This design comes from an exercise in tuning for small area, a short achievable clock period and few clock cycles on the open sky130 flow, not from production work.
Function was checked by simulation only, so behaviour that the tests miss may differ from the original.
No activity file was given, so power comes from the tool's default toggle rates.

### flow/design.v
module stbrt_encoder (
    input  wire        clk,
    input  wire        rst,
    input  wire        in_valid,
    output reg         in_ready,
    input  wire [15:0] in_word,
    output reg         out_valid,
    input  wire        out_ready,
    output wire [15:0] out_dur,
    output reg         done,
    output wire [2:0]  code,
    output reg  [6:0]  count
);
    localparam MSG_CAP    = 12;
    localparam RUNBUF_CAP = 64;
    reg  [7:0] pay [0:MSG_CAP-1];
    reg  [3:0] widx;       
    reg        pbad;       
    reg        pcomp;      
    reg  [5:0] phalf;      
    reg  [3:0] c_pairs;    
    reg        c_mp7;      
    reg        aact;       
    reg  [3:0] an;         
    reg  [3:0] aidx;       
    reg  [10:1] rm;        
    reg  [3:0]  q;         
    reg        out_last;   
    reg  [7:0] dur13;      
    reg        code_bad;
    reg        code_long;
    reg        cclr;       
    assign out_dur = {4'd0, dur13, 4'd0};    
    assign code    = {1'b0, code_bad, code_long};
    function [3:0] rise_pairs;
        input [7:0] p;
        reg   [7:0] r;
        begin
            r = p & ~{p[6:0], 1'b0};
            rise_pairs = {r[7] | r[6], r[5] | r[4], r[3] | r[2], r[1] | r[0]};
        end
    endfunction
    function [10:1] frame_bounds;
        input [7:0] p;
        input       m;
        reg  [10:0] f;
        integer i;
        begin
            f = {1'b1, m, p, 1'b0};
            for (i = 1; i < 11; i = i + 1)
                frame_bounds[i] = f[i] ^ f[i-1];
        end
    endfunction
    function slot_free;
        input [3:0] w;
        input       act;
        input [3:0] idx;
        input [3:0] n;
        begin
            slot_free = !act || (w < idx) || (w >= n);
        end
    endfunction
    wire take    = in_valid && in_ready;
    wire is_term = (in_word == 16'hFFFF);
    wire at_cap  = (widx == MSG_CAP);
    wire w_bad   = (|in_word[15:9]) || (in_word[8] != (widx == 4'd0));
    wire adv     = take && !is_term && !at_cap;
    wire ends    = take && (is_term || at_cap);
    wire [3:0] widx_inc = widx + 4'd1;
    wire [5:0] c_half   = {5'd0, c_pairs[0]} + {5'd0, c_pairs[1]}
                        + {5'd0, c_pairs[2]} + {5'd0, c_pairs[3]}
                        + {5'd0, !c_mp7};
    wire p_long = (phalf > RUNBUF_CAP / 2);
    wire p_good = !pbad && !p_long;
    reg  [3:0] nb;
    reg  [10:1] h;
    integer j;
    always @(*) begin
        nb = 4'd11;
        for (j = 10; j >= 1; j = j - 1)
            if (rm[j]) nb = j;
        for (j = 1; j <= 10; j = j + 1)
            h[j] = (nb == j);
    end
    wire [3:0] run_len = nb - q;
    reg  [7:0] len13;
    always @(*) begin
        case (run_len)
            4'd1:    len13 = 8'd13;
            4'd2:    len13 = 8'd26;
            4'd3:    len13 = 8'd39;
            4'd4:    len13 = 8'd52;
            4'd5:    len13 = 8'd65;
            4'd6:    len13 = 8'd78;
            4'd7:    len13 = 8'd91;
            4'd8:    len13 = 8'd104;
            4'd9:    len13 = 8'd117;
            default: len13 = 8'd130;
        endcase
    end
    wire frm_end = (nb == 4'd11);
    wire lastp   = (aidx == an);
    wire msg_end = frm_end && lastp;
    wire hs       = out_valid && out_ready;
    wire can_load = !out_valid || (out_ready && !out_last);
    wire step     = aact && can_load;
    wire xfer     = !aact && pcomp && p_good;
    wire refuse   = !aact && pcomp && !p_good && !out_valid;
    wire prst     = xfer || refuse;
    wire rdy_word = !is_term && !at_cap && slot_free(widx_inc, aact, aidx, an);
    wire rdy_nx   = prst || (!pcomp && (take ? rdy_word : slot_free(widx, aact, aidx, an)));
    wire [7:0]  ld_pay = pay[aidx];
    wire [10:1] ld_rm  = frame_bounds(ld_pay, aidx == 4'd0);
    wire [6:0] count_b   = cclr ? 7'd0 : count;
    wire [6:0] count_inc = count_b + 7'd1;
    integer k;
    always @(posedge clk) begin
        for (k = 0; k < MSG_CAP; k = k + 1)
            if (in_ready && widx == k)
                pay[k] <= in_word[7:0];
        count   <= hs ? count_inc : count_b;
    end
    always @(posedge clk) begin
        if (rst) begin
            in_ready  <= 1'b1;
            widx      <= 4'd0;
            pbad      <= 1'b0;
            pcomp     <= 1'b0;
            phalf     <= 6'd0;
            c_pairs   <= 4'd0;
            c_mp7     <= 1'b1;
            cclr      <= 1'b1;
            aact      <= 1'b0;
            aidx      <= 4'd0;
            out_valid <= 1'b0;
            out_last  <= 1'b0;
            done      <= 1'b0;
        end else begin
            phalf   <= prst ? 6'd0 : phalf + c_half;
            c_pairs <= adv ? rise_pairs(in_word[7:0]) : 4'd0;
            c_mp7   <= adv ? (in_word[7] && (widx == 4'd0)) : 1'b1;
            if (ends) begin
                pcomp <= 1'b1;
                if (!is_term || widx == 4'd0) pbad <= 1'b1;
            end
            if (adv) begin
                widx <= widx_inc;
                if (w_bad) pbad <= 1'b1;
            end
            if (prst) begin
                widx   <= 4'd0;
                pbad   <= 1'b0;
                pcomp  <= 1'b0;
            end
            in_ready <= rdy_nx;
            done  <= 1'b0;
            cclr  <= (hs && out_last) || refuse;
            if (hs) begin
                out_valid <= 1'b0;
                out_last  <= 1'b0;
                if (out_last) begin
                    done      <= 1'b1;
                    code_bad  <= 1'b0;
                    code_long <= 1'b0;
                end
            end
            if (xfer) begin
                aact <= 1'b1;
                an   <= widx;
                aidx <= 4'd1;
            end
            if (refuse) begin
                done      <= 1'b1;
                code_bad  <= 1'b1;
                code_long <= !pbad;
            end
            if (step) begin
                out_valid <= 1'b1;
                out_last  <= msg_end;
                dur13     <= len13;
                if (msg_end) begin
                    aact <= 1'b0;
                    aidx <= 4'd0;
                end else if (frm_end) begin
                    aidx <= aidx + 4'd1;
                end
            end
        end
    end
    wire s_take_ld = xfer || (aact && frm_end && !lastp);
    always @(posedge clk) begin
        if (xfer || step) begin
            rm <= s_take_ld ? ld_rm : (rm & ~h);
            q  <= s_take_ld ? 4'd0 : nb;
        end
    end
endmodule
module stbrt_decoder (
    input  wire        clk,
    input  wire        rst,
    input  wire        in_valid,
    output wire        in_ready,
    input  wire [15:0] in_dur,
    input  wire        in_last,
    output reg         pay_valid,
    output wire [8:0]  pay,
    output reg         done,
    output wire [3:0]  count,
    output wire        corrupt,
    output wire        ovf
);
    localparam MSG_CAP    = 12;
    localparam FRAME_BITS = 11;
    assign in_ready = 1'b1;
    wire [8:0] x_in = in_dur[11:3];
    wire [4:0] u_in = x_in[8:4];
    wire [3:0] l_in = x_in[3:0];
    wire       hi   = |in_dur[15:12];
    reg  [3:0] base_in;
    reg        f_in;
    always @(*) begin
        case (u_in)
            5'd0:         base_in = 4'd0;
            5'd1, 5'd2:   base_in = 4'd1;
            5'd3, 5'd4:   base_in = 4'd2;
            5'd5:         base_in = 4'd3;
            5'd6, 5'd7:   base_in = 4'd4;
            5'd8:         base_in = 4'd5;
            5'd9, 5'd10:  base_in = 4'd6;
            5'd11, 5'd12: base_in = 4'd7;
            5'd13:        base_in = 4'd8;
            5'd14, 5'd15: base_in = 4'd9;
            5'd16, 5'd17: base_in = 4'd10;
            default:      base_in = 4'd11;
        endcase
        case (u_in)
            5'd0:    f_in = (l_in >= 4'd13);    
            5'd2:    f_in = (l_in >= 4'd7);     
            5'd4:    f_in = (l_in >= 4'd1);     
            5'd5:    f_in = (l_in >= 4'd11);    
            5'd7:    f_in = (l_in >= 4'd5);     
            5'd8:    f_in = (l_in >= 4'd15);    
            5'd10:   f_in = (l_in >= 4'd9);     
            5'd12:   f_in = (l_in >= 4'd3);     
            5'd13:   f_in = (l_in >= 4'd13);    
            5'd15:   f_in = (l_in >= 4'd7);     
            5'd17:   f_in = (l_in >= 4'd1);     
            default: f_in = 1'b0;
        endcase
        if (hi) begin
            base_in = 4'd11;
            f_in    = 1'b0;
        end
    end
    reg       s_v;
    reg       s_last;
    reg [3:0] s_base;
    reg       s_f;
    always @(posedge clk) begin
        if (rst) s_v <= 1'b0;
        else     s_v <= in_valid;
        s_last <= in_last;
        s_base <= base_in;
        s_f    <= f_in;
    end
    reg  [3:0] pos;         
    reg        lvl;         
    reg  [9:0] frame;       
    reg  [3:0] nsaved;      
    reg        bad;         
    reg        over;        
    wire [9:0] frame_fin;
    genvar gi;
    generate
        for (gi = 0; gi < 10; gi = gi + 1) begin : g_fin
            assign frame_fin[gi] = (pos <= gi) ? lvl : frame[gi];
        end
    endgenerate
    wire [4:0] sum       = {1'b0, pos} + {1'b0, s_base} + {4'd0, s_f};
    wire       full      = (sum >= FRAME_BITS);
    wire       group_end = full || s_last;
    wire [3:0] nsaved_b = done ? 4'd0 : nsaved;
    wire       bad_b    = done ? 1'b0 : bad;
    wire       over_b   = done ? 1'b0 : over;
    wire       fin_good = !frame_fin[0] && lvl;
    wire       keep     = (nsaved_b != MSG_CAP);
    assign pay     = frame[9:1];
    assign count   = nsaved;
    assign corrupt = bad;
    assign ovf     = over;
    always @(posedge clk) begin
        if (rst) begin
            pos       <= 4'd0;
            lvl       <= 1'b0;
            nsaved    <= 4'd0;
            bad       <= 1'b0;
            over      <= 1'b0;
            pay_valid <= 1'b0;
            done      <= 1'b0;
        end else begin
            pay_valid <= 1'b0;
            done      <= 1'b0;
            nsaved    <= nsaved_b;
            bad       <= bad_b;
            over      <= over_b;
            if (s_v) begin
                if (group_end) begin
                    pos   <= 4'd0;
                    lvl   <= 1'b0;
                    if (keep) begin
                        pay_valid <= 1'b1;
                        nsaved    <= nsaved_b + 4'd1;
                        bad       <= bad_b | !fin_good;
                    end else begin
                        over      <= 1'b1;
                        bad       <= 1'b1;
                    end
                    done <= s_last;
                end else begin
                    pos   <= sum[3:0];
                    lvl   <= ~lvl;
                end
            end
        end
    end
    always @(posedge clk)
        if (s_v) frame <= frame_fin;
endmodule
module stbrt_msgcodec (
    input  wire        clk,
    input  wire        rst,
    input  wire        enc_in_valid,
    output wire        enc_in_ready,
    input  wire [15:0] enc_in_word,
    output wire        enc_out_valid,
    input  wire        enc_out_ready,
    output wire [15:0] enc_out_dur,
    output wire        enc_done,
    output wire [2:0]  enc_code,
    output wire [6:0]  enc_count,
    input  wire        dec_in_valid,
    output wire        dec_in_ready,
    input  wire [15:0] dec_in_dur,
    input  wire        dec_in_last,
    output wire        dec_pay_valid,
    output wire [8:0]  dec_pay,
    output wire        dec_done,
    output wire [3:0]  dec_count,
    output wire        dec_corrupt,
    output wire        dec_ovf
);
    stbrt_encoder u_enc (
        .clk       (clk),
        .rst       (rst),
        .in_valid  (enc_in_valid),
        .in_ready  (enc_in_ready),
        .in_word   (enc_in_word),
        .out_valid (enc_out_valid),
        .out_ready (enc_out_ready),
        .out_dur   (enc_out_dur),
        .done      (enc_done),
        .code      (enc_code),
        .count     (enc_count)
    );
    stbrt_decoder u_dec (
        .clk       (clk),
        .rst       (rst),
        .in_valid  (dec_in_valid),
        .in_ready  (dec_in_ready),
        .in_dur    (dec_in_dur),
        .in_last   (dec_in_last),
        .pay_valid (dec_pay_valid),
        .pay       (dec_pay),
        .done      (dec_done),
        .count     (dec_count),
        .corrupt   (dec_corrupt),
        .ovf       (dec_ovf)
    );
endmodule
### flow/flow/run.sh
#!/bin/bash
# Layout flow: the standard synthesis unchanged, then the standard ORFS
# layout with these knobs: port buffers of a plain buffer cell; timing repair
# that aims for setup slack well beyond the clock period's need; and a clock
# tree of clkbuf_8 without dummy loads.
set -euo pipefail
MARGIN=${MARGIN:-8.4}
bash standard.sh synth > synth.log 2>&1
bash standard.sh \
  "SETUP_SLACK_MARGIN=$MARGIN" \
  "BUFFER_PORTS_ARGS=-buffer_cell sky130_fd_sc_hd__buf_2" \
  "CTS_ARGS=-sink_clustering_enable -repair_clock_nets -dont_use_dummy_load -buf_list sky130_fd_sc_hd__clkbuf_8" \
  finish > layout.log 2>&1
### flow/standard.sh
#!/bin/bash
# synth_recipe.tcl (not shown) runs the flow's synth.tcl, then flattens the netlist and writes it again
# the make line also repeats each setting of config.mk as NAME=value (left out here)
make -C /OpenROAD-flow-scripts/flow DESIGN_CONFIG=/design/flow/config.mk WORK_HOME=/design/flow/orfs CLKGATE_MAP_FILE= SYNTH_SCRIPT=/design/flow/synth_recipe.tcl "${@:-finish}"
### flow/config.mk
export PLATFORM = sky130hd
export DESIGN_NAME = stbrt_msgcodec
export DESIGN_NICKNAME = stbrt_msgcodec
export VERILOG_FILES = /design/flow/design.v
export SDC_FILE = /design/flow/constraint.sdc
export NUM_CORES = 4
export LEC_CHECK = 0
export CAP_MARGIN = 20
export CORE_MARGIN = 2
export CORE_UTILIZATION = 75
export SLEW_MARGIN = 20
### flow/constraint.sdc
create_clock -name core_clock -period 12.0 [get_ports {clk}]
set_input_delay 2.4000 -clock core_clock [delete_from_list [all_inputs] [get_ports {clk}]]
set_output_delay 2.4000 -clock core_clock [all_outputs]
set_load 0.01 [all_outputs]
==> results of run 1 <==
[state kept, by name, indices dropped and copies added (netlist names), 4 cells and up]
signal,cells
u_enc.pay,96
u_dec.frame,10
u_enc.rm,10
u_enc.dur13,8
u_enc.count,7
u_enc.phalf,6
u_dec.nsaved,4
u_dec.pos,4
u_dec.s_base,4
u_enc.aidx,4
u_enc.an,4
u_enc.c_pairs,4
u_enc.q,4
u_enc.widx,4
[per-stage QoR]
step	cell area (µm²)	hold WS [ns]	total power [mW]
floorplan	9220	0.456	0.795
detailed placement	9480	0.449	0.825
finish	9740	0.465	1.12
CTS	9720	0.468	1.12
global route	9740	0.489	1.16
global placement	9480	0.433	0.819
[placed cells by master, fill, tap and decap left out, drive strengths merged, types with 15 or more instances in the layout]
cell type  instances
a21oi             33
a22oi             17
buf               78
clkbuf            17
dfxtp             54
edfxtp           134
ha                45
inv               39
nand2             54
nand2b            15
nand3             21
nor2              66
o21ai             32
xnor2             25
[how the worst max path moves through the flow]
stage                         start              to
floorplan                       rst  u_enc.dur13[0]
global placement     enc_in_word[2]     u_enc.c_mp7
detailed placement   enc_in_word[2]     u_enc.c_mp7
CTS                 u_enc.out_valid   enc_out_valid
global route         u_enc.in_ready    enc_in_ready
finish               u_enc.in_ready    enc_in_ready
[cell families (layout without fill, tap and decap cells)]
logic type,count (synthesis),count (layout)
buffers and inverters,93,135
DFF,188,188
muxes,20,20
and+or+nand+nor,220,220
adders and majority gates,51,51
AOI/OAI and AO/OA,183,183
xor gates and xnor gates,35,35
other,2,10
[synth_stat cells, drive strengths merged, types with 4 or more instances]
| cell type | number |
|---|---|
| and3 | 5 |
| nand3 | 21 |
| xnor2 | 25 |
| nand2 | 54 |
| ha | 45 |
| a2bb2oi | 4 |
| buf | 34 |
| dfxtp | 54 |
| nand2b | 15 |
| o22ai | 6 |
| a221oi | 9 |
| fa | 6 |
| inv | 39 |
| edfxtp | 134 |
| a22oi | 17 |
| o21a | 6 |
| a21o | 9 |
| a222oi | 6 |
| nor3 | 13 |
| and2 | 4 |
| nor2 | 66 |
| mux2i | 13 |
| clkbuf | 19 |
| o211ai | 8 |
| xor2 | 10 |
| mux2 | 7 |
| nor2b | 11 |
| nor4 | 6 |
| a21oi | 33 |
| nand3b | 4 |
| a31oi | 10 |
| a211oi | 5 |
| o31ai | 4 |
| nand4 | 6 |
| o21ai | 32 |
[per-layer routing]
metal | routed length [µm] | track usage (%) | part of all wire [%] | up-vias
met3 | 1500 | 6.41 | 7.7 | 48
met5 | 0 | 0 | 0 | -
met4 | 508 | 13.7 | 2.6 | 0
met1 | 7690 | 40.2 | 40 | 3063
met2 | 9730 | 51.0 | 50 | 320
li1 | - | - | - | 2986
[what timing repair did]
action | in CTS | in global routing
gates cloned | 0 | 0
hold buffers | 0 | 0
endpoints found under the setup margin | 2 | 6
hold endpoints to repair | 0 | 0
gates resized for setup | 2 | 3
[layout make-up]
cell class              instances  share of cell area (%)
multi-input cells             519                    37.6
clock buffers                  17                    2.40
inverters                      40                    1.54
well taps                     147                    1.89
repair buffers                 78                    4.19
flip-flops and latches        188                    52.4
[power groups by stage]
stage / clock network (mW) / registers [mW] / logic [mW]
after floorplan: 0 / 0.731 / 0.0642
after global placement: 0 / 0.733 / 0.0860
final: 0.312 / 0.719 / 0.0923
after global routing: 0.332 / 0.721 / 0.104
after CTS: 0.313 / 0.719 / 0.0910
after detailed placement: 0 / 0.734 / 0.0906
==> flow_metrics.py, run 1 <==
metrics = {
    "critical_path": {
        "crit_chain": "buf_2",
        "critPathRequiredTime_ns": 9.60,
        "cp_slowest_stage_delay_ns": 0.49,
        "criticalPathCategory": "reg -> out",
        "critPathCaptureType": "output port",
        "cp_slowest_cell": "dfxtp_1",
        "cp_top_family": "flip-flops",
        "cp_data_arrival_time_ns": 1.15,
        "r2r-end": "u_enc.dur13[3]",
        "cp.depth": 1,
        "startpoint_type": "flop",
        "critPathBufInv": 1,
        "rr_startpoint": "u_enc.rm[9]",
        "reg2regPathDepth": 13,
        "worstPathMaxFanout": 8,
        "r2r_setup_slack_ns": 8.63,
    },
    "grt": {
        "grt_overflow": 0,
        "grt_usage_pct": 31.0,
        "grt_pass1_wl_um": 30800,
        "grt_start_max_net_pins": 36,
        "grt_pass1_vias": 6282,
        "antenna_found_initial": 0,
    },
    "worst_hold_path": {
        "min_from": "u_dec.over",
        "whs_path_depth": 2,
        "min_to": "u_dec.over",
        "hold_path.class": "reg -> reg",
    },
    "drt": {
        "postRouteWirelength_um": 19400,
        "ant_nets": 0,
        "drt_pass1_iterations": 7,
        "wl_per_cell_um": 19.7,
        "vias_per_cell": 6.49,
        "drt_iter0_drc": 856,
        "drc": 0,
        "num_vias": 6417,
    },
    "cts": {
        "post_cts_buffers": 0,
        "cts_made_buffers": 17,
        "path_clk_slew_ns": 0.08,
        "h-tree-depth": 4,
        "clock-root-buffer": "clkbuf_8",
        "clk_latency_ns": 0.47,
        "cts_sinks": 188,
        "tritoncts": "yes",
        "clock_path_buffers": 2,
    },
    "sta": {
        "slew_headroom_pct": 33.1,
        "drv_slew": 0,
        "rsz0062_at_grt": "false",
        "setup_slack_ns": 8.45,
        "period_minus_slack_ns": 3.55,
        "finalSetupViolCount": 0,
        "fin_setup_tns_ns": 0,
        "hold_viol_final": 0,
        "fmax_mhz": 282,
        "finClkSkew_ns": 0.0217,
        "period_share_pct": 29.5,
        "tightest_slew_ns": 1.00,
    },
    "pwr": {
        "p_comb_share_pct": 8.2,
        "p_seq_share_pct": 64.0,
        "internal_power_mw": 0.871,
        "p_clk_share_pct": 27.8,
        "power_switching_mw": 0.253,
        "peakVddDrop_v": 0.0000910,
        "netSwitchingFraction_pct": 22.5,
        "power.density_mw_per_mm2": 115,
        "leakagePower_nw": 3.67,
    },
    "synth": {
        "synth_top_family_by_area": "compound AO/OA/AOI/OAI gates",
        "netlist_area_mm2": 0.00917,
        "ys.flop_type": "edfxtp_1",
        "synthArstFlopShare_pct": 0,
        "synthXorXnorAreaFrac_pct": 3.42,
        "synth_area_leaders": "edfxtp_1, dfxtp_1, ha_1",
        "syn_inst": 792,
        "synth_edf_count": 134,
        "synthMuxAreaShare_pct": 2.28,
        "yosysWarnings": 3,
        "synthSimpleGateAreaFrac_pct": 11.9,
        "synth_seq_cells": 188,
        "synth_seq_area_share_pct": 55.7,
        "synth_top_area_share_pct": 43.9,
        "synth_area_per_cell_um2": 11.6,
        "synthAdderAreaFrac_pct": 7.45,
        "post-synth-top-area-cell": "edfxtp_1",
        "synth_cell_types": 76,
        "synth_compound_area_share_pct": 14.0,
    },
    "floorplanning": {
        "die_w_um": 115,
        "rows": 40,
        "dieArea_mm2": 0.0131,
        "pin_count": 85,
        "die_y_um": 115,
        "start_util_pct": 76.7,
        "core-area_mm2": 0.0120,
    },
    "final_layout": {
        "nets": 933,
        "layout.cells.non_filler": 989,
        "multiInputGateArea_mm2": 0.00366,
        "diodes": 0,
        "area_growth_pct": 6.24,
        "drive_above_1_share_pct": 14.7,
        "num-fill-cells": 710,
        "register_area_mm2": 0.00511,
        "final_util_pct": 81.4,
    },
    "placed_design": {
        "place.gp.congestion": 0.881,
        "dpl.cell_count": 972,
        "hpwl_um": 13400,
        "io_buffers": 71,
        "place_ws_ns": 7.92,
    },
    "status": {
        "outcome": "finished clean",
    },
    "job": {
        "cap_violations": 0,
    },
}
Testbench counts, summed over its fixed seeds: cycles 14,100.
==> run 2: changes to the inputs <==
--- a/flow/flow/run.sh
+++ b/flow/flow/run.sh
@@ -4,7 +4,7 @@
 # that aims for setup slack well beyond the clock period's need; and a clock
 # tree of clkbuf_8 without dummy loads.
 set -euo pipefail
-MARGIN=${MARGIN:-8.4}
+MARGIN=${MARGIN:-8.5}
 bash standard.sh synth > synth.log 2>&1
 bash standard.sh \
   "SETUP_SLACK_MARGIN=$MARGIN" \
==> run 2 against run 1 <==
Net effect: still clean on timing, DRC and antenna; count of clock-buffer cells in the layout is the same; sequential cell count unchanged; synthesized cell count stayed put; register-to-register slack improved by 0.03 ns; non-clock buffer count decreased by 3; critical path depth unchanged; sequential power hardly changed; clock skew grew 0.0027 ns; via count hardly changed; core utilization barely moved; maximum frequency grew 3.3%; synthesized area unchanged; largest power group unchanged.
==> flow_metrics.py, run 2 <==
metrics = {
    "drt": {
        "wl_met1_um": 8160,
        "vias_per_cell": 6.50,
        "wl_per_cell_um": 19.4,
        "drt_iter0_drc": 863,
        "drt_pass1_iterations": 5,
        "routed-wl-met3_um": 1220,
        "postRouteWirelength_um": 19200,
        "num_vias": 6413,
        "highest_layer": "met4",
        "met2_length_um": 9480,
        "ant_nets": 0,
        "drc": 0,
    },
    "sta": {
        "rsz0062_at_grt": "true",
        "tightest_slew_ns": 0.973,
        "period_share_pct": 28.6,
        "fin_setup_tns_ns": 0,
        "slew_headroom_pct": 35.2,
        "drv_slew": 0,
        "period_minus_slack_ns": 3.43,
        "hold_viol_final": 0,
        "finalSetupViolCount": 0,
        "fmax_mhz": 291,
        "finClkSkew_ns": 0.0244,
    },
    "grt": {
        "antenna_found_initial": 0,
        "grt_pass1_wl_um": 29800,
        "grt_usage_pct": 29.8,
        "grt_overflow": 0,
        "grt_start_max_net_pins": 36,
        "grt_pass1_vias": 5938,
    },
    "synth": {
        "synth_edf_count": 134,
        "synth_area_per_cell_um2": 11.6,
        "syn_inst": 792,
        "yosysWarnings": 3,
        "synth_area_leaders": "edfxtp_1, dfxtp_1, ha_1",
        "ys.flop_type": "edfxtp_1",
        "synth_seq_area_share_pct": 55.7,
        "post-synth-top-area-cell": "edfxtp_1",
        "synth_top_area_share_pct": 43.9,
        "netlist_area_mm2": 0.00917,
        "synth_seq_cells": 188,
        "synthArstFlopShare_pct": 0,
        "yosysMostFrequentCell": "edfxtp_1",
        "synth_common_cells": "edfxtp_1, nor2_1, dfxtp_1",
        "synth_cell_types": 76,
    },
    "floorplanning": {
        "die_y_um": 115,
        "start_util_pct": 76.7,
        "die_w_um": 115,
        "rows": 40,
        "dieArea_mm2": 0.0131,
        "pin_count": 85,
        "core-area_mm2": 0.0120,
    },
    "pwr": {
        "peakVddDrop_v": 0.0000842,
        "total_power_mw": 1.12,
        "power.density_mw_per_mm2": 115,
        "leakagePower_nw": 3.66,
    },
    "critical_path": {
        "rr_startpoint": "u_enc.rm[6]",
        "cp_data_arrival_time_ns": 1.03,
        "reg2regPathDepth": 13,
        "worstPathMaxFanout": 9,
        "criticalPathCategory": "reg -> out",
        "crit_chain": "buf_2",
        "critPathCaptureType": "output port",
        "r2r_setup_slack_ns": 8.66,
        "cp_top_family": "flip-flops",
        "startpoint_type": "flop",
        "critPathBufInv": 1,
        "r2r-end": "u_enc.dur13[3]",
        "critPathRequiredTime_ns": 9.60,
        "cp_slowest_stage_delay_ns": 0.41,
        "cp_slowest_cell": "dfxtp_2",
    },
    "final_layout": {
        "largest_reg_flops": 96,
        "final_util_pct": 81.4,
        "layout_common_cells": "edfxtp_1, buf_2, nor2_1, nand2_1, dfxtp_1",
        "final_common_cell": "edfxtp_1",
        "diodes": 0,
        "layout.cells.non_filler": 986,
        "top_register": "u_enc.pay",
        "nets": 930,
        "area_growth_pct": 6.18,
        "num-fill-cells": 722,
        "drive_above_1_share_pct": 15.0,
        "top_regs": "u_enc.pay: 96 flops, u_dec.frame: 10 flops, u_enc.rm: 10 flops",
    },
    "cts": {
        "cts_sinks": 188,
        "cts_made_buffers": 17,
        "clock-root-buffer": "clkbuf_8",
        "tritoncts": "yes",
        "h-tree-depth": 4,
        "path_clk_slew_ns": 0.08,
        "clk_latency_ns": 0.46,
        "post_cts_buffers": 0,
        "clock_path_buffers": 2,
    },
    "worst_hold_path": {
        "whs_path_depth": 2,
        "hold_path.class": "reg -> reg",
        "min_to": "u_dec.over",
        "min_from": "u_dec.over",
    },
    "placed_design": {
        "dpl.cell_count": 969,
        "place.gp.congestion": 0.841,
        "io_buffers": 71,
        "hpwl_um": 13100,
    },
    "job": {
        "cap_violations": 0,
    },
    "status": {
        "outcome": "finished clean",
    },
}
## run 2: cell count changes in the layout (fill, tap and decap cells not counted), sizes merged
cell / change
buf: -3
## run 2: how the worst max path moves through the flow
stage,end,slack (ns),cells past startpoint,from
after floorplan,u_enc.an[0],8.50,3,rst
after global placement,u_enc.widx[3],8.10,7,enc_in_word[2]
after detailed placement,u_enc.widx[3],8.05,7,enc_in_word[2]
after CTS,u_enc.widx[3],8.50,7,enc_in_word[2]
after global routing,u_enc.rm[5],8.48,5,enc_out_ready
final,enc_out_valid,8.57,1,u_enc.out_valid
## run 2: logic make-up after synthesis
| logic type | after synthesis | synth area share [%] |
|---|---|---|
| adder cells (fa/ha/maj) | 51 | 7.45 |
| buffers and inverters | 93 | 5.23 |
| other | 2 | 0.0819 |
| AND/OR/NAND/NOR | 220 | 11.9 |
| flip-flops | 188 | 55.7 |
| AO/OA/AOI/OAI | 183 | 14.0 |
| XOR/XNOR | 35 | 3.42 |
| multiplexers | 20 | 2.28 |
## run 2: through the flow
stage / worst slack [ns] / hold slack, ns / area (µm²)
after global placement: 8.10 / 0.436 / 9470
after detailed placement: 8.05 / 0.445 / 9480
after floorplan: 8.50 / 0.456 / 9230
after CTS: 8.50 / 0.464 / 9720
after global routing: 8.48 / 0.505 / 9740
final: 8.57 / 0.462 / 9740
## run 2: layer usage
metal	vias to the layer above	GRT usage, %
li1	2977	-
met1	3114	40.8
met4	0	9.84
met5	-	0
met3	29	4.39
met2	293	49.3
## run 2: area by class of cell
cell class              instances  area (µm²)  area share (%)
flip-flops and latches        188        5110            52.5
multi-input cells             519        3670            37.7
repair buffers                 75         385            3.96
clock buffers                  17         234            2.40
well taps                     147         184            1.89
inverters                      40         150            1.54
## run 2: where the power goes
part	total [mW]	switching [mW]	internal (mW)
Sequential	0.720	0.00988	0.710
Combinational	0.0920	0.0560	0.0361
Clock	0.312	0.187	0.125
## run 2: what timing repair did
item,4_1_cts,5_1_grt
endpoints found under the setup margin,4,30
resized for setup,3,3
hold buffers,0,0
pin swaps,0,0
==> run 3: changes to the inputs <==
--- a/flow/flow/run.sh
+++ b/flow/flow/run.sh
@@ -4,7 +4,7 @@
 # that aims for setup slack well beyond the clock period's need; and a clock
 # tree of clkbuf_8 without dummy loads.
 set -euo pipefail
-MARGIN=${MARGIN:-8.5}
+MARGIN=${MARGIN:-8.45}
 bash standard.sh synth > synth.log 2>&1
 bash standard.sh \
   "SETUP_SLACK_MARGIN=$MARGIN" \
==> run 3 against run 2 <==
Net effect: still clean on timing, DRC and antenna; register-to-register slack got worse by 0.02 ns; sequential power about the same; highest routed layer unchanged; critical path depth unchanged; design area decreased by 0.19%; via count decreased by 0.25%; largest cell class unchanged; maximum frequency decreased by 0.40%; sequential share of layout area increased by 0.10 points; non-clock buffer count increased by 1; count of clock-buffer cells in the layout unchanged; synthesized cell count unchanged.
==> flow_metrics.py, run 3 <==
metrics = {
    "final_layout": {
        "top_regs": "u_enc.pay: 96 flops, u_dec.frame: 10 flops, u_enc.rm: 10 flops",
        "area_growth_pct": 5.98,
        "diodes": 0,
        "nets": 931,
        "layout_common_cells": "edfxtp_1, buf_2, nor2_1, nand2_1, dfxtp_1",
        "largest_reg_flops": 96,
        "final_common_cell": "edfxtp_1",
        "drive_above_1_share_pct": 14.9,
        "top_register": "u_enc.pay",
    },
    "synth": {
        "synth_area_leaders": "edfxtp_1, dfxtp_1, ha_1",
        "synth_top_family_by_area": "compound AO/OA/AOI/OAI gates",
        "post-synth-top-area-cell": "edfxtp_1",
        "syn_inst": 792,
        "yosysMostFrequentCell": "edfxtp_1",
        "synth_cell_types": 76,
        "synth_compound_area_share_pct": 14.0,
        "synth_seq_cells": 188,
        "synth_area_per_cell_um2": 11.6,
        "ys.flop_type": "edfxtp_1",
        "synth_common_cells": "edfxtp_1, nor2_1, dfxtp_1",
        "synthXorXnorAreaFrac_pct": 3.42,
        "synthSimpleGateAreaFrac_pct": 11.9,
        "synth_seq_area_share_pct": 55.7,
        "synthMuxAreaShare_pct": 2.28,
        "synth_top_area_share_pct": 43.9,
        "synthArstFlopShare_pct": 0,
        "synth_edf_count": 134,
        "netlist_area_mm2": 0.00917,
        "synthAdderAreaFrac_pct": 7.45,
        "yosysWarnings": 3,
    },
    "placed_design": {
        "hpwl_um": 13300,
        "io_buffers": 71,
        "place.gp.congestion": 0.893,
    },
    "grt": {
        "antenna_found_initial": 0,
        "grt_overflow": 0,
        "grt_pass1_vias": 6204,
        "grt_usage_pct": 30.1,
        "grt_start_max_net_pins": 36,
        "grt_pass1_wl_um": 30000,
    },
    "pwr": {
        "leakagePower_nw": 3.65,
        "power_switching_mw": 0.254,
        "p_seq_share_pct": 63.9,
        "p_clk_share_pct": 27.7,
        "netSwitchingFraction_pct": 22.6,
        "internal_power_mw": 0.871,
        "p_comb_share_pct": 8.3,
        "total_power_mw": 1.13,
        "power.density_mw_per_mm2": 116,
        "peakVddDrop_v": 0.0000744,
    },
    "drt": {
        "postRouteWirelength_um": 19100,
        "wl_per_cell_um": 19.4,
        "drc": 0,
        "num_vias": 6397,
        "vias_per_cell": 6.48,
        "ant_nets": 0,
        "drt_iter0_drc": 722,
        "drt_pass1_iterations": 6,
    },
    "cts": {
        "h-tree-depth": 4,
        "hold_buffers": 0,
        "cts_sinks": 188,
        "clk_latency_ns": 0.47,
        "cts_made_buffers": 17,
        "clock_path_buffers": 2,
        "path_clk_slew_ns": 0.07,
        "clock-root-buffer": "clkbuf_8",
        "tritoncts": "yes",
        "post_cts_buffers": 0,
    },
    "critical_path": {
        "worstPathMaxFanout": 6,
        "cp_slowest_cell": "dfxtp_1",
        "cp_slowest_stage_delay_ns": 0.41,
        "cp_data_arrival_time_ns": 1.04,
        "crit_chain": "buf_2",
        "critPathRequiredTime_ns": 9.60,
        "critPathCaptureType": "output port",
        "cp_top_family": "flip-flops",
        "criticalPathCategory": "reg -> out",
        "startpoint_type": "flop",
        "critPathBufInv": 1,
    },
    "sta": {
        "fin_setup_tns_ns": 0,
        "slew_headroom_pct": 28.1,
        "finClkSkew_ns": 0.0176,
        "rsz0062_at_grt": "false",
        "drv_slew": 0,
        "tightest_slew_ns": 1.07,
        "fmax_mhz": 290,
        "period_minus_slack_ns": 3.44,
        "finalSetupViolCount": 0,
        "hold_viol_final": 0,
        "period_share_pct": 28.7,
    },
    "floorplanning": {
        "dieArea_mm2": 0.0131,
        "pin_count": 85,
        "die_y_um": 115,
        "start_util_pct": 76.7,
        "core-area_mm2": 0.0120,
        "die_w_um": 115,
        "rows": 40,
    },
    "job": {
        "cap_violations": 0,
    },
    "worst_hold_path": {
        "hold_path.class": "reg -> reg",
    },
    "status": {
        "outcome": "finished clean",
    },
}
==> run 3: cell count changes in the layout (fill, tap and decap cells not counted) <==
cell / change
nor3_1: +2
nor2_4: -1
nor3_2: -2
a221oi_4: -1
nor2_2: +1
buf_4: +1
a221oi_2: +1
==> run 3: layout make-up <==
type | instances | area (µm²)
Fill cell | 731 | 2240
Inverter | 40 | 150
Tap cell | 147 | 184
Multi-Input combinational cell | 519 | 3650
Clock buffer | 17 | 234
Sequential cell | 188 | 5110
Timing Repair Buffer | 76 | 393
==> run 3: cell families (layout without fill, tap and decap cells) <==
kind of cell | count (synthesis) | count (layout)
buffers and inverters | 93 | 133
xor gates and xnor gates | 35 | 35
muxes | 20 | 20
adders and majority gates | 51 | 51
AOI/OAI and AO/OA | 183 | 183
and+or+nand+nor | 220 | 220
DFF | 188 | 188
other | 2 | 10
==> run 3: what timing repair did <==
action                     CTS  global route
hold endpoints to repair     0             0
setup endpoints to repair    2             5
resized for setup            2             2
==> run 3: power by group through the flow <==
stage                     sequential (mW)  clock, mW  combinational (mW)
after CTS                           0.719      0.313              0.0923
after global placement              0.733          0              0.0860
after floorplan                     0.731          0              0.0643
after detailed placement            0.734          0              0.0917
final                               0.719      0.312              0.0937
after global routing                0.721      0.331               0.103
==> run 3: per-layer routing <==
layer	global-route usage, %	wire, µm	vias up
li1	-	-	2982
met1	39.7	7690	3044
met2	50.3	9610	329
met3	4.55	1450	42
met4	12.5	401	0
met5	0	0	-
==> run 3: path summary, 6_finish.rpt <==
kind / from / endpoint / slack, ns / cells after the start
worst min register to register: u_dec.over / u_dec.over / 0.48 / 2
worst min-delay path: u_dec.over / u_dec.over / 0.48 / 2
worst max register to register: u_enc.rm[9] / u_enc.dur13[3] / 8.64 / 13
worst max-delay path: u_dec.done / dec_done / 8.56 / 1
==> run 3: per-stage QoR <==
step / cell area, µm² / utilization [%] / hold slack [ns] / cells / setup slack, ns
after detailed placement: 9470 / 79.2 / 0.464 / 970 / 8.05
after global placement: 9470 / 79.2 / 0.434 / 970 / 8.12
after global routing: 9720 / 81.2 / 0.513 / 987 / 8.45
after floorplan: 9220 / - / 0.456 / 800 / 8.42
after CTS: 9710 / 81.1 / 0.481 / 987 / 8.51
final: 9720 / 81.2 / 0.481 / 987 / 8.56
==> run 4: changes to the inputs <==
==> flow/flow/run.sh (replaced) <==
#!/bin/bash
# Layout flow: the standard synthesis unchanged, then the standard ORFS
# layout with these knobs: port buffers of a plain buffer cell; timing repair
# that aims for setup slack well beyond the clock period's need; and a clock
# tree of clkbuf_8 under a clkbuf_16 root, without dummy loads.
set -euo pipefail
MARGIN=${MARGIN:-8.5}
bash standard.sh synth > synth.log 2>&1
bash standard.sh \
  "SETUP_SLACK_MARGIN=$MARGIN" \
  "BUFFER_PORTS_ARGS=-buffer_cell sky130_fd_sc_hd__buf_2" \
  "CTS_ARGS=-sink_clustering_enable -repair_clock_nets -dont_use_dummy_load -buf_list sky130_fd_sc_hd__clkbuf_8 -root_buf sky130_fd_sc_hd__clkbuf_16" \
  finish > layout.log 2>&1
==> run 4 against run 3 <==
Net effect: via count down 0.16%; sequential share of layout area down 0.45 points; die area unchanged; critical path depth up 6; count of clock-buffer cells in the layout unchanged; clock power up 3%; register-to-register slack about the same; total power up 0.76%; core utilization up 0.68 points; critical path type is now in -> reg.
==> flow_metrics.py, run 4 <==
metrics = {
    "synth": {
        "synth_seq_area_share_pct": 55.7,
        "synthArstFlopShare_pct": 0,
        "synth_common_cells": "edfxtp_1, nor2_1, dfxtp_1",
        "synth_cell_types": 76,
        "synth_area_leaders": "edfxtp_1, dfxtp_1, ha_1",
        "synth_top_area_share_pct": 43.9,
        "yosysWarnings": 3,
        "yosysMostFrequentCell": "edfxtp_1",
        "synth_edf_count": 134,
        "netlist_area_mm2": 0.00917,
        "synth_seq_cells": 188,
        "ys.flop_type": "edfxtp_1",
        "post-synth-top-area-cell": "edfxtp_1",
        "syn_inst": 792,
        "synth_area_per_cell_um2": 11.6,
    },
    "final_layout": {
        "nets": 931,
        "top_regs": "u_enc.pay: 96 flops, u_dec.frame: 10 flops, u_enc.rm: 10 flops",
        "diodes": 0,
        "layout_common_cells": "edfxtp_1, buf_2, nor2_1, nand2_1, dfxtp_1",
        "final_common_cell": "edfxtp_1",
        "top_register": "u_enc.pay",
        "layout.cells.non_filler": 987,
        "drive_above_1_share_pct": 15.7,
        "final_util_pct": 81.9,
        "area_growth_pct": 6.86,
        "largest_reg_flops": 96,
    },
    "cts": {
        "tritoncts": "yes",
        "clk_latency_ns": 0.39,
        "cts_sinks": 188,
        "h-tree-depth": 4,
        "clock-root-buffer": "clkbuf_16",
        "path_clk_slew_ns": 0.08,
        "clock_path_buffers": 2,
        "cts_made_buffers": 17,
    },
    "placed_design": {
        "place.gp.congestion": 0.841,
        "dpl.cell_count": 969,
        "io_buffers": 71,
        "hpwl_um": 13100,
    },
    "critical_path": {
        "critPathCaptureType": "flop",
        "r2r_setup_slack_ns": 8.65,
        "cp_data_arrival_time_ns": 3.65,
        "reg2regPathDepth": 13,
        "criticalPathCategory": "in -> reg",
        "rr_startpoint": "u_enc.rm[9]",
        "cp_slowest_stage_delay_ns": 0.36,
        "worstPathMaxFanout": 15,
        "startpoint_type": "input port",
        "crit_chain": "buf_2, nand4_1, nor4_4, a31o_2, a31oi_1, nor2_1, a31oi_1",
        "critPathRequiredTime_ns": 12.25,
        "critPathBufInv": 1,
        "r2r-end": "u_enc.dur13[3]",
        "cp_slowest_cell": "nor4_4",
        "cp_top_family": "simple AND/OR/NAND/NOR gates",
        "cp.depth": 7,
        "cp_common_cell": "a31oi_1",
    },
    "pwr": {
        "p_comb_share_pct": 8.2,
        "netSwitchingFraction_pct": 22.3,
        "total_power_mw": 1.13,
        "internal_power_mw": 0.880,
        "leakagePower_nw": 3.68,
        "peakVddDrop_v": 0.0000845,
        "power.density_mw_per_mm2": 116,
        "p_clk_share_pct": 28.3,
        "power_switching_mw": 0.253,
        "p_seq_share_pct": 63.5,
    },
    "floorplanning": {
        "start_util_pct": 76.7,
        "core-area_mm2": 0.0120,
        "rows": 40,
        "die_w_um": 115,
        "dieArea_mm2": 0.0131,
        "pin_count": 85,
        "die_y_um": 115,
    },
    "grt": {
        "grt_overflow": 0,
        "grt_pass1_wl_um": 30000,
        "grt_pass1_vias": 5986,
        "antenna_found_initial": 0,
        "grt_start_max_net_pins": 36,
        "grt_usage_pct": 29.9,
    },
    "worst_hold_path": {
        "hold_path.class": "reg -> reg",
        "min_to": "u_dec.over",
        "min_from": "u_dec.over",
        "whs_path_depth": 2,
    },
    "drt": {
        "drt_pass1_iterations": 5,
        "drc": 0,
        "drt_iter0_drc": 843,
        "vias_per_cell": 6.47,
        "postRouteWirelength_um": 19400,
        "ant_nets": 0,
        "wl_per_cell_um": 19.7,
        "num_vias": 6387,
    },
    "sta": {
        "finClkSkew_ns": 0.0238,
        "period_minus_slack_ns": 3.41,
        "finalSetupViolCount": 0,
        "period_share_pct": 28.4,
        "tightest_slew_ns": 1.00,
        "fin_setup_tns_ns": 0,
        "rsz0062_at_grt": "true",
        "hold_viol_final": 0,
        "slew_headroom_pct": 33.2,
        "drv_slew": 0,
        "fmax_mhz": 294,
    },
    "job": {
        "cap_violations": 0,
    },
    "status": {
        "outcome": "finished clean",
    },
}
## run 4: what timing repair did
action                     CTS  global route
setup buffers                0             1
setup endpoints to repair    5            27
hold buffers                 0             0
pin swaps                    0             1
gates resized for setup      2            13
## run 4: logic make-up after synthesis
logic type	synth area share [%]
AND/OR/NAND/NOR	11.9
flip-flops	55.7
AO/OA/AOI/OAI	14.0
buffers and inverters	5.23
adder cells (fa/ha/maj)	7.45
XOR/XNOR	3.42
multiplexers	2.28
other	0.0819
## run 4: stage by stage
| stage | area (µm²) | setup WS, ns | hold WS (ns) |
|---|---|---|---|
| 4_1_cts | 9730 | 8.54 | 0.464 |
| 3_5_place_dp | 9480 | 8.05 | 0.445 |
| 2_1_floorplan | 9230 | 8.50 | 0.456 |
| 6_report | 9800 | 8.59 | 0.462 |
| 5_1_grt | 9800 | 8.48 | 0.505 |
| 3_3_place_gp | 9470 | 8.10 | 0.436 |
## run 4: worst max path at each step
stage,startpoint,endpoint
6_report,enc_in_word[7],u_enc.in_ready
5_1_grt,u_enc.rm[9],u_enc.dur13[3]
4_1_cts,u_enc.out_valid,enc_out_valid
3_5_place_dp,enc_in_word[2],u_enc.widx[3]
3_3_place_gp,enc_in_word[2],u_enc.widx[3]
2_1_floorplan,rst,u_enc.an[0]
## run 4: worst reg2reg max path, delay by kind of cell (launching register included)
family / cells / cell delay [ns]
fa+ha+maj: 3 / 1.06
compound gates: 4 / 0.83
buf+inv: 2 / 0.18
simple gates: 4 / 0.73
flops: 1 / 0.40
## run 4: power groups by stage
| stage | clock network, mW | registers, mW | logic [mW] |
|---|---|---|---|
| after global routing | 0.340 | 0.721 | 0.104 |
| after global placement | 0 | 0.733 | 0.0854 |
| after floorplan | 0 | 0.731 | 0.0645 |
| after detailed placement | 0 | 0.734 | 0.0905 |
| after CTS | 0.321 | 0.719 | 0.0915 |
| final | 0.321 | 0.720 | 0.0931 |
## run 4: per-layer routing
| metal | up-vias | share of wire [%] | track usage, % | wire length (µm) |
|---|---|---|---|---|
| li1 | 2982 | - | - | - |
| met1 | 3060 | 41 | 40.5 | 8040 |
| met2 | 312 | 49 | 49.6 | 9620 |
| met3 | 33 | 7.2 | 4.82 | 1410 |
| met4 | 0 | 1.9 | 10.2 | 371 |
| met5 | - | 0 | 0 | 0 |
## run 4: final cells by class
type | instances | area (µm²)
Tap cell | 147 | 184
Timing Repair Buffer | 76 | 395
Multi-Input combinational cell | 519 | 3720
Sequential cell | 188 | 5110
Fill cell | 724 | 2160
Inverter | 40 | 150
Clock buffer | 17 | 245
==> run 5: changes to the inputs <==
--- a/flow/config.mk
+++ b/flow/config.mk
@@ -7,5 +7,5 @@
 export LEC_CHECK = 0
 export CAP_MARGIN = 20
 export CORE_MARGIN = 2
-export CORE_UTILIZATION = 75
+export CORE_UTILIZATION = 80
 export SLEW_MARGIN = 20
==> run 5 against run 4 <==
Net effect: still clean on timing, DRC and antenna; cell count unchanged; clock power about the same; worst setup slack got worse by 0.065 ns; design area increased by 0.19%; core utilization increased by 4.8 points; via count increased by 5.6%; synthesized cell count unchanged; highest routed layer unchanged.
==> flow_metrics.py, run 5 <==
metrics = {
    "cts": {
        "cts_sinks": 188,
        "clock_path_buffers": 2,
        "clk_latency_ns": 0.38,
        "cts_made_buffers": 17,
        "clock-root-buffer": "clkbuf_16",
        "tritoncts": "yes",
        "path_clk_slew_ns": 0.08,
        "h-tree-depth": 4,
    },
    "drt": {
        "wl_met1_um": 7650,
        "drc": 0,
        "wl_per_cell_um": 21.2,
        "drt_iter0_drc": 1014,
        "num_vias": 6745,
        "drt_pass1_iterations": 7,
        "highest_layer": "met4",
        "ant_nets": 0,
        "met2_length_um": 10400,
        "routed-wl-met3_um": 2150,
        "postRouteWirelength_um": 21000,
        "vias_per_cell": 6.83,
    },
    "synth": {
        "netlist_area_mm2": 0.00917,
        "synth_top_area_share_pct": 43.9,
        "synthArstFlopShare_pct": 0,
        "syn_inst": 792,
        "synth_cell_types": 76,
        "post-synth-top-area-cell": "edfxtp_1",
        "yosysMostFrequentCell": "edfxtp_1",
        "ys.flop_type": "edfxtp_1",
        "yosysWarnings": 3,
        "synth_common_cells": "edfxtp_1, nor2_1, dfxtp_1",
        "synth_area_leaders": "edfxtp_1, dfxtp_1, ha_1",
        "synth_area_per_cell_um2": 11.6,
        "synth_seq_area_share_pct": 55.7,
        "synth_seq_cells": 188,
        "synth_edf_count": 134,
    },
    "final_layout": {
        "num-fill-cells": 536,
        "layout_common_cells": "edfxtp_1, buf_2, nor2_1, dfxtp_1, nand2_1",
        "largest_reg_flops": 96,
        "fin_area_mm2": 0.00982,
        "top_register": "u_enc.pay",
        "final_util_pct": 86.7,
        "drive_above_1_share_pct": 15.8,
        "nets": 935,
        "final_common_cell": "edfxtp_1",
        "area_growth_pct": 7.07,
        "top_regs": "u_enc.pay: 96 flops, u_dec.frame: 10 flops, u_enc.rm: 10 flops",
        "layout.cells.non_filler": 987,
        "diodes": 0,
    },
    "grt": {
        "grt_pass1_vias": 6680,
        "grt_overflow": 0,
        "grt_start_max_net_pins": 36,
        "grt_usage_pct": 33.9,
        "antenna_found_initial": 0,
        "grt_pass1_wl_um": 32800,
    },
    "floorplanning": {
        "start_util_pct": 81.0,
        "core-area_mm2": 0.0113,
        "rows": 39,
        "die_w_um": 111,
        "dieArea_mm2": 0.0123,
        "pin_count": 85,
        "die_y_um": 111,
    },
    "critical_path": {
        "r2r_setup_slack_ns": 8.62,
        "worstPathMaxFanout": 9,
        "critPathCaptureType": "output port",
        "criticalPathCategory": "reg -> out",
        "critPathRequiredTime_ns": 9.60,
        "startpoint_type": "flop",
        "crit_chain": "buf_2",
        "cp_slowest_stage_delay_ns": 0.50,
        "cp_top_family": "flip-flops",
        "critPathBufInv": 1,
        "cp_slowest_cell": "dfxtp_1",
        "cp_data_arrival_time_ns": 1.07,
    },
    "sta": {
        "setup_slack_ns": 8.53,
        "period_minus_slack_ns": 3.47,
        "fin_setup_tns_ns": 0,
        "fmax_mhz": 288,
        "drv_slew": 0,
        "tightest_slew_ns": 1.04,
        "hold_viol_final": 0,
        "finalSetupViolCount": 0,
        "period_share_pct": 28.9,
        "slew_headroom_pct": 29.7,
        "holdWs_ns": 0.467,
        "finClkSkew_ns": 0.0304,
        "rsz0062_at_grt": "true",
    },
    "placed_design": {
        "place.gp.congestion": 0.888,
        "dpl_cell_area_mm2": 0.00948,
        "dpl.cell_count": 967,
        "hpwl_um": 14000,
        "io_buffers": 71,
        "place_ws_ns": 8.05,
    },
    "status": {
        "outcome": "finished clean",
    },
    "job": {
        "cap_violations": 0,
    },
    "worst_hold_path": {
        "hold_path.class": "reg -> reg",
    },
    "pwr": {
        "power.density_mw_per_mm2": 116,
        "peakVddDrop_v": 0.0000803,
        "leakagePower_nw": 3.70,
        "total_power_mw": 1.13,
    },
}
## run 5: cell counts after synthesis
Identical to the previous run, type by type.
## run 5: worst paths after layout
path,start,endpoint,cells after the start
max,u_enc.out_valid,enc_out_valid,1
min,u_dec.bad,u_dec.bad,2
max reg2reg,u_enc.rm[7],u_enc.dur13[5],8
min reg2reg,u_dec.bad,u_dec.bad,2
## run 5: cell type report
type	instances	area, µm²	area share [%]
Inverter	40	150	1.53
Tap cell	143	179	1.82
Timing Repair Buffer	80	430	4.38
Sequential cell	188	5100	52.0
Multi-Input combinational cell	519	3710	37.8
Clock buffer	17	245	2.50
## run 5: what timing repair did
item,CTS,global route
pin swaps,0,2
hold endpoints to repair,0,0
resized for setup,3,13
hold buffers,0,0
setup buffers,0,3
endpoints found under the setup margin,13,35
## run 5: metal layers
layer	GRT usage, %	vias up
met1	44.0	3131
li1	-	3000
met3	6.45	91
met2	56.2	523
met4	15.6	0
met5	0	-
## run 5: power breakdown
part / internal (mW) / switching, mW / total (mW)
logic: 0.0372 / 0.0568 / 0.0940
registers: 0.710 / 0.0102 / 0.720
clock network: 0.134 / 0.187 / 0.321
## run 5: cell families after synthesis
logic type               share of synthesized area (%)
multiplexers                                      2.28
flip-flops                                        55.7
adder cells (fa/ha/maj)                           7.45
buffers and inverters                             5.23
AO/OA/AOI/OAI                                     14.0
AND/OR/NAND/NOR                                   11.9
XOR/XNOR                                          3.42
other                                           0.0819

-- port drivers added, routing unchanged --
In the flow no input, the clock included, has a driving cell. The finished layouts below were timed again as built, in two steps.
Step 1: set_driving_cell puts a clkbuf_16 on clk and a buf_2 on each other input, an assumption about the parent block.
Step 2 times the ports against the registers' clock, not the clock port: input delays grow and output delays shrink by t, the midpoint of the rising clock arrivals with the driver on.
Slacks: no drivers / after step 1 / after step 2; pairs: no drivers / after step 1.
| run | t (ns) | setup slack, ns | clock arrival spread, ns |
|---|---|---|---|
| run 1 | 0.493 | 8.454 / 8.416 / 8.112 | 0.028 / 0.027 |
| run 2 | 0.486 | 8.569 / 8.533 / 8.145 | 0.025 / 0.025 |
| run 3 | 0.500 | 8.555 / 8.520 / 8.151 | 0.018 / 0.018 |
| run 4 | 0.414 | 8.595 / 8.569 / 8.196 | 0.024 / 0.024 |
| run 5 | 0.405 | 8.530 / 8.488 / 8.139 | 0.031 / 0.031 |
After both steps every run listed still meets setup and hold. The setup slack of run 2, which loses most, moves by -0.036 ns with the drivers and by -0.424 ns with both steps.
